This is an optimization exercise on Yosys and OpenROAD, whose aim is small area, a short achievable clock period and few clock cycles per item, not a production implementation.
At most, simulation tests tie the RTL to the original design; equivalence was not proved.

## ft8_textcodec
module ft8_textcodec (
    input  wire        clk,
    input  wire        rst,
    input  wire        start,
    input  wire [1:0]  op,
    input  wire [90:0] din,
    output wire        ready,
    output reg         done,
    output reg         ok,
    output reg         crc_ok,
    output reg  [90:0] dout
);
clock: 58.0 ns
lec_check: 0
abc_clock_period_in_ps: 13000
cap_margin: 20
core_margin: 2
core_utilization: 55
slew_margin: 20
synth_hierarchical: 1
run.sh (not shown) runs the stock make flow with config.mk's settings and CLKGATE_MAP_FILE= SYNTH_SCRIPT=/design/flow/synth_recipe.tcl, a recipe that flattens the netlist after the stock synthesis.
Testbench counts at the start, summed over its fixed seeds: cycles 13,688, items 3,200.
Rerun with:
--- a/flow/design.v
+++ b/flow/design.v
@@ -4,19 +4,19 @@
     input  wire        start,
     input  wire [1:0]  op,
     input  wire [90:0] din,
     output wire        ready,
     output reg         done,
     output reg         ok,
     output reg         crc_ok,
     output reg  [90:0] dout
 );
-    localparam integer KS = 12;                
+    localparam integer KS = 9;                
     localparam integer NC = (71 + KS - 1) / KS;  
     localparam integer W  = NC * KS;             
     localparam integer PB = W - NC * KS;         
     localparam [13:0] CRC_POLY  = 14'h2757;
     localparam [70:0] F71_LIMIT = 71'd1283997101947010102272;
     function [13:0] mulx(input [13:0] v);
         mulx = {v[12:0], 1'b0} ^ (v[13] ? CRC_POLY : 14'd0);
     endfunction
     function [13:0] divx(input [13:0] v);
After rerunning: The new run passed the timing, design-rule and antenna checks. Synthesized area is lower by about a fifth. Non-clock buffer count went down by 7. Global-route usage rose by 0.47 points. Count of clock-buffer cells in the layout goes up by 3. Worst hold slack stays flat. Setup slack gets worse by 99 ps. Wire length came out lower by roughly a tenth. Cell area drops by about a fifth. Register-to-register slack improved by 2200 ps. Utilization goes up by 0.29 points.
Testbench counts after the change, summed over its fixed seeds: cycles 18,074, items 3,200.

========
== the reference run ==
Another version of the RTL of ft8_textcodec (not shown whole).
Size in the first run: ~18,000 cells after synthesis, about 190 I/O pins, roughly 140,000 µm² of cells after synthesis.
clock: 58.0 ns
lec_check: 0
abc_clock_period_in_ps: 13000
cap_margin: 20
core_margin: 2
core_utilization: 55
slew_margin: 20
synth_hierarchical: 1
Testbench counts of the reference run, summed over its fixed seeds: cycles 6,845, items 3,200.
#### Input delta (the trial run over the reference run)
--- a/flow/design.v
+++ b/flow/design.v
@@ -2,26 +2,26 @@
     input  wire        clk,
     input  wire        rst,
     input  wire        start,
     input  wire [1:0]  op,
     input  wire [90:0] din,
     output wire        ready,
     output reg         done,
     output reg         ok,
     output reg         crc_ok,
     output reg  [90:0] dout
 );
     localparam integer KS = 12;                
-    localparam integer NU = 2;                
-    localparam integer NR = 2;                
+    localparam integer NU = 3;                
+    localparam integer NR = 4;                
     localparam integer NC = (71 + KS - 1) / KS;  
     localparam integer W  = NC * KS;             
     localparam [13:0] CRC_POLY  = 14'h2757;
     localparam [70:0] F71_LIMIT = 71'd1283997101947010102272;
     function [13:0] mulx(input [13:0] v);
         mulx = {v[12:0], 1'b0} ^ (v[13] ? CRC_POLY : 14'd0);
     endfunction
     function [13:0] divx(input [13:0] v);
         divx = v[0] ? ({1'b1, 13'd0} | ((v ^ CRC_POLY) >> 1)) : (v >> 1);
     endfunction
     function [13:0] xpow(input integer n);
         integer i;
@@ -29,24 +29,25 @@
             xpow = 14'd1;
             for (i = 0; i < n; i = i + 1) xpow = mulx(xpow);
         end
     endfunction
     localparam [13:0] C_FWD = xpow(25);        
     localparam [13:0] C_REV = xpow(24 + W);    
     integer i;
     genvar  e, s, j;
     reg         bv;        
     reg  [1:0]  bop;
     reg  [90:0] bdin;
     reg         rdy;
+    reg  [NC-1:0] dpipe;   
     wire [NU-1:0] ubusy, ulast, ufin, ubusy_n, ulast_n, go_u;
     wire [NR-1:0] rbusy, rlast, rfin, rbusy_n, rlast_n, go_r;
     wire [NU-1:0] ufree = ~ubusy | ulast;      
     wire [NR-1:0] rfree = ~rbusy | rlast;
     wire to_u = (bop == 2'd1);
     generate
         for (e = 0; e < NU; e = e + 1) begin : gu
             if (e == 0) assign go_u[e] = bv & to_u & ufree[e];
             else        assign go_u[e] = bv & to_u & ufree[e] & ~|ufree[e-1:0];
         end
         for (e = 0; e < NR; e = e + 1) begin : gr
             if (e == 0) assign go_r[e] = bv & ~to_u & rfree[e];
@@ -269,31 +270,33 @@
             if (rfin[i]) begin
                 rres = rres | r_dout[i];
                 rok  = rok  | r_ok[i];
                 rcrc = rcrc | r_crc[i];
             end
     end
     wire       bv_n  = accept | (bv & ~disp);
     wire [1:0] bop_n = accept ? op : bop;
     wire       rdy_n = ~bv_n | ((bop_n == 2'd1) ? |(~ubusy_n | ulast_n)
                                                 : |(~rbusy_n | rlast_n));
     always @(posedge clk) begin
         if (rst) begin
-            bv   <= 1'b0;
-            rdy  <= 1'b1;
-            done <= 1'b0;
+            bv    <= 1'b0;
+            rdy   <= 1'b1;
+            dpipe <= {NC{1'b0}};
+            done  <= 1'b0;
         end else begin
-            bv   <= bv_n;
-            rdy  <= rdy_n;
-            done <= |ufin | |rfin;
+            bv    <= bv_n;
+            rdy   <= rdy_n;
+            dpipe <= {dpipe[NC-2:0], disp};
+            done  <= dpipe[NC-1];         
         end
         if (accept) begin
             bop  <= op;
             bdin <= din;
         end
         dout   <= ({91{uok}} & text) | rres;
         ok     <= uok | rok;
         crc_ok <= ucrc | rcrc;
     end
 endmodule
 module ft8_ccode (input wire [6:0] c, output wire [12:0] q);
     wire new_n21, new_n22, new_n23, new_n24, new_n25, new_n26, new_n27, new_n28, new_n29, new_n30, new_n31, new_n32, new_n33, new_n34, new_n35, new_n36, new_n37, new_n38, new_n39, new_n40, new_n41, new_n42, new_n43, new_n44, new_n45, new_n46, new_n47, new_n48, new_n49, new_n51, new_n52, new_n53, new_n54, new_n55, new_n56, new_n57, new_n58, new_n59, new_n60, new_n61, new_n64, new_n65, new_n66, new_n67, new_n68, new_n69, new_n72, new_n73, new_n74, new_n75, new_n76, new_n77, new_n78, new_n79, new_n80, new_n82, new_n83, new_n85, new_n86, new_n87, new_n88, new_n89, new_n90, new_n91, new_n92, new_n93, new_n94, new_n95, new_n96, new_n98, new_n99, new_n100, new_n102, new_n103, new_n104, new_n106, new_n108, new_n109, new_n110, new_n111, new_n112, new_n114, new_n115, new_n116, new_n117, new_n118;
==> run notes <==
- Per the comparison of the trial run with the reference run, cell count has increased; pin count of the biggest net entering global routing has decreased; routability congestion estimate has remained practically unchanged; instance area at placement has increased.
- Compared with the reference run, the trial run shows a higher number of core rows.
- The trial run ended up with a higher wire length of the first global-routing pass than the reference run did.
- Taking the reference run as the reference, in the trial run fraction of area in registers now sits lower; fmax now sits higher; growth of design area from synthesis to finish now sits at about the same level.
- The trial run vs the reference run, share of the clock period used by the worst path after layout went down by 0.30 points.
- [compare] base=the reference run new=the trial run: post-route standard cell area excluding fillers went up 100,000 µm²; first-iteration DRC count went up about 60%; area of the core went up 67%.
Testbench counts of the trial run, summed over its fixed seeds: cycles 3,939, items 3,200.

========
== zinc ==
ft8_textcodec, a different RTL version from the one above (not shown whole).
For scale: roughly 190 I/O pins, ~180,000 um^2 of cells after synthesis.
clock: 58.0 ns
lec_check: 0
abc_clock_period_in_ps: 13000
cap_margin: 20
core_margin: 2
core_utilization: 55
slew_margin: 20
synth_hierarchical: 1
Testbench counts of zinc, summed over its fixed seeds: cycles 5,372, items 3,200.
Modified inputs, yarrow compared to zinc
-- flow/design.v --
<<< zinc, line 13
    localparam integer KS = 12;                
    localparam integer NU = 2;                
    localparam integer NR = 3;                
    localparam integer NC = (71 + KS - 1) / KS;  
    localparam integer W  = NC * KS;             
>>> yarrow, line 13
    localparam integer KS = 12;                
    localparam integer NU = 2;                
    localparam integer NR = 2;                
    localparam integer NC = (71 + KS - 1) / KS;  
    localparam integer W  = NC * KS;             
Findings:
In the tables for yarrow and zinc, sequential share of layout area reads higher with yarrow.
Between zinc and yarrow, count of multi-input gates decreased.
yarrow does better than zinc on setup slack.
yarrow finished end to end and its layout was clean on timing, DRC and antenna.
The run showing the smaller cell area is yarrow.
On initial core utilization, yarrow and zinc are basically level.
Testbench counts of yarrow, summed over its fixed seeds: cycles 6,845, items 3,200.

========
ft8_textcodec, a different RTL version from the one above (not shown whole).
Size in the first run: ~13000 cells after synthesis.
==> module ft8_textcodec, before the edit <==
module ft8_textcodec (
    input  wire        clk,
    input  wire        rst,
    input  wire        start,
    input  wire [1:0]  op,
    input  wire [90:0] din,
    output wire        ready,
    output reg         done,
    output reg         ok,
    output reg         crc_ok,
    output reg  [90:0] dout
);
    localparam integer KS = 12;                
    localparam integer NC = (71 + KS - 1) / KS;  
    localparam integer NH = (64 + KS - 1) / KS;  
    localparam integer W  = NC * KS;             
    localparam integer PB = W - NH * KS;         
    localparam [13:0] CRC_POLY  = 14'h2757;
    localparam [70:0] F71_LIMIT = 71'd1283997101947010102272;
    function [13:0] mulx(input [13:0] v);
        mulx = {v[12:0], 1'b0} ^ (v[13] ? CRC_POLY : 14'd0);
    endfunction
    function [13:0] divx(input [13:0] v);
        divx = v[0] ? ({1'b1, 13'd0} | ((v ^ CRC_POLY) >> 1)) : (v >> 1);
    endfunction
    function [13:0] xpow(input integer n);
        integer i;
        begin
            xpow = 14'd1;
            for (i = 0; i < n; i = i + 1) xpow = mulx(xpow);
        end
    endfunction
    localparam [13:0] C_FWD = xpow(25);        
    localparam [13:0] C_REV = xpow(24 + W);    
    reg         busy;
    reg  [1:0]  cur_op;
    reg  [3:0]  cnt;
    reg  [77:0] dg;        
    reg  [W-1:0] b;        
    reg  [13:0] crc;       
    reg  [13:0] rxc;       
    reg         tbad;      
    reg         ovf;       
    reg         valid;     
    reg  [36:0] ms, mc;    
    wire is_pack = (cur_op == 2'd0);
    wire is_unp  = (cur_op == 2'd1);
    wire is_hash = (cur_op == 2'd2);
    wire last = (cur_op == 2'd3) | (is_hash ? (cnt == NH - 1) : (cnt == NC - 1));
    assign ready = ~busy | last;
    wire [77:0] fst [0:KS];
    assign fst[0] = dg;
    genvar s, j;
    generate
        for (s = 0; s < KS; s = s + 1) begin : fstep
            for (j = 0; j < 13; j = j + 1) begin : fdig
                wire ci = (j == 12) ? b[s] : fst[s][6*(11-j)+5];
                ft8_fcell u_cell (
                    .x ({ci, fst[s][6*(12-j) +: 5]}),
                    .q (fst[s+1][6*(12-j) +: 6])
                );
            end
        end
    endgenerate
    wire [77:0] rst_d [0:KS];
    wire [13:0] par   [0:KS-1];
    wire [36:0] mss   [0:KS];
    wire [36:0] mcs   [0:KS];
    wire [KS-1:0] obits, pbits;
    assign rst_d[0] = dg;
    assign mss[0]   = ms;
    assign mcs[0]   = mc;
    generate
        for (s = 0; s < KS; s = s + 1) begin : rstep
            assign par[s][0] = 1'b0;
            for (j = 0; j < 13; j = j + 1) begin : rdig
                ft8_rcell u_cell (
                    .r    (rst_d[s][6*(12-j) +: 5]),
                    .a    (rst_d[s][6*(12-j)+5]),
                    .h    (is_hash),
                    .q    (rst_d[s+1][6*(12-j) +: 5]),
                    .pout (par[s][j+1])
                );
                assign rst_d[s+1][6*(12-j)+5] = par[s][j];
            end
            assign obits[s] = par[s][13];
            ft8_mstep u_mul (
                .s (mss[s]), .c (mcs[s]), .bit_in (obits[s]),
                .s_n (mss[s+1]), .c_n (mcs[s+1]), .p (pbits[s])
            );
        end
    endgenerate
    reg [13:0]  crc_f, crc_r;
    reg [70:0]  f71;
    integer     i;
    always @* begin
        crc_f = crc;
        crc_r = crc;
        for (i = 0; i < KS; i = i + 1) begin
            crc_f = mulx(crc_f) ^ (b[i] ? C_FWD : 14'd0);
            crc_r = divx(crc_r) ^ (obits[i] ? C_REV : 14'd0);
        end
        for (i = 0; i < 71; i = i + 1) f71[70-i] = b[W-71+i];
    end
    wire        ovf_n = (cnt == 4'd0) ? (f71 >= F71_LIMIT) : ovf;
    wire [77:0] dn    = is_unp ? fst[KS] : rst_d[KS];
    wire [13:0] crc_n = is_unp ? crc_f : crc_r;
    wire [W-1:0] bn   = {is_hash ? pbits : obits, b[W-1:KS]};
    wire [90:0] text;
    generate
        for (j = 0; j < 13; j = j + 1) begin : tchr
            ft8_chr42 u_chr (.x (dn[6*(12-j) +: 6]), .q (text[90-7*j -: 7]));
        end
    endgenerate
    wire ok_u = ~tbad & ~ovf_n;
    wire sel_p = is_pack;
    wire sel_u = is_unp & ok_u;
    wire sel_h = is_hash & valid;
    wire [90:0] res_dout =
          ({91{sel_p}} & {bn[70:0], 6'd0, crc_n})
        | ({91{sel_u}} & text)
        | ({91{sel_h}} & {bn[PB+63 -: 22], bn[PB+63 -: 12], bn[PB+63 -: 10], 47'd0});
    wire res_ok  = sel_p | sel_u | sel_h;
    wire res_crc = sel_p | (is_unp & (crc_n == rxc));
    wire [77:0] q42;
    wire [76:0] q38;
    generate
        for (j = 0; j < 13; j = j + 1) begin : lc42
            ft8_code42 u_c (.c (din[90-7*j -: 7]), .q (q42[6*(12-j) +: 6]));
        end
        for (j = 0; j < 11; j = j + 1) begin : lc38
            ft8_code38 u_c (.c (din[90-7*j -: 7]), .q (q38[7*(10-j) +: 7]));
        end
    endgenerate
    reg [77:0]  dl;
    reg [W-1:0] bl;
    reg [13:0]  rxl;
    reg         vl;
    always @* begin
        dl = 78'd0;
        vl = 1'b1;
        for (i = 0; i < 11; i = i + 1) vl = vl & ~q38[7*i+6];
        if (op == 2'd0) dl = q42;
        if (op == 2'd2)
            for (i = 0; i < 11; i = i + 1) dl[6*i +: 6] = q38[7*i +: 6];
        bl = {W{1'b0}};
        for (i = 0; i < 71; i = i + 1) bl[W-71+i] = din[90-i];
        rxl = din[13:0];
        for (i = 0; i < 6; i = i + 1)
            if (din[19-i]) rxl = rxl ^ xpow(24-i);
    end
    wire accept = start & ready;
    always @(posedge clk) begin
        if (rst) begin
            busy <= 1'b0;
            done <= 1'b0;
        end else begin
            done <= busy & last;
            if (accept)    busy <= 1'b1;
            else if (last) busy <= 1'b0;
        end
    end
    always @(posedge clk) begin
        dout   <= res_dout;
        ok     <= res_ok;
        crc_ok <= res_crc;
        if (accept) begin
            cur_op <= op;
            cnt    <= 4'd0;
            dg     <= dl;
            b      <= bl;
            crc    <= 14'd0;
            rxc    <= rxl;
            tbad   <= (din[19:14] != 6'd0);
            ovf    <= 1'b0;
            valid  <= vl;
            ms     <= 37'd0;
            mc     <= 37'd0;
        end else begin
            cnt    <= cnt + 4'd1;
            dg     <= dn;
            b      <= bn;
            crc    <= crc_n;
            ovf    <= ovf_n;
            ms     <= mss[KS];
            mc     <= mcs[KS];
        end
    end
endmodule
export LEC_CHECK = 0
export ABC_CLOCK_PERIOD_IN_PS = 13000
export CAP_MARGIN = 20
export CORE_MARGIN = 2
export CORE_UTILIZATION = 40
export SLEW_MARGIN = 20
export SYNTH_HIERARCHICAL = 1
create_clock -name core_clock -period 58.0 [get_ports {clk}]
Next try:
--- a/flow/design.v
+++ b/flow/design.v
@@ -11,5 +11,5 @@
     output reg  [90:0] dout
 );
-    localparam integer KS = 12;                
+    localparam integer KS = 9;                
     localparam integer NC = (71 + KS - 1) / KS;  
     localparam integer NH = (64 + KS - 1) / KS;  
After rerunning: Die area goes down by 16%; wire length goes down by about 12%; area after synthesis goes down by 16%; via count goes down by 14%; sequential cell count is unchanged; global-route usage goes up by 1.2 points; sequential share of layout area goes up by 1.4 points.
No run of this note included a check of the RTL's function; only the layout flow was run.

port drivers added, routing unchanged:
In the flow no input, the clock included, has a driving cell. The finished layouts below were timed again as built, in two steps. Step 1, drivers: a clkbuf_16 drives clk and a buf_2 each remaining input, both assumed. Step 2, shift: input delay + t, output delay - t, t = (earliest + latest rising clock arrival at the registers) / 2. This alone moves slack from input paths to output paths. a / b / c = no drivers / after step 1 / after step 2; a / b = the first two.
| run | t (ns) | setup WS [ns] | worst data-port slew with drivers (ns) |
|---|---|---|---|
| the first run of note 1 | 0.766 | 44.838 / 44.748 / 44.306 | 0.04 |
| the second run of note 1 | 0.739 | 44.739 / 44.786 / 44.049 | 0.05 |
| the reference run | 0.923 | 44.364 / 44.259 / 44.230 | 0.07 |
| the trial run | 1.055 | 44.537 / 44.416 / 44.209 | 0.07 |
| zinc | 0.965 | 44.501 / 44.395 / 44.121 | 0.05 |
| yarrow | 0.919 | 44.673 / 44.574 / 44.303 | 0.08 |
| the first run of note 4 | 0.724 | 41.098 / 41.098 / 41.098 | 0.25 |
| the second run of note 4 | 0.734 | 43.692 / 43.599 / 43.246 | 0.22 |
After both steps every run listed still meets setup and hold. For the second run of note 1, which loses most, drivers alone change the setup slack by +0.047 ns; drivers and shift together by -0.690 ns.
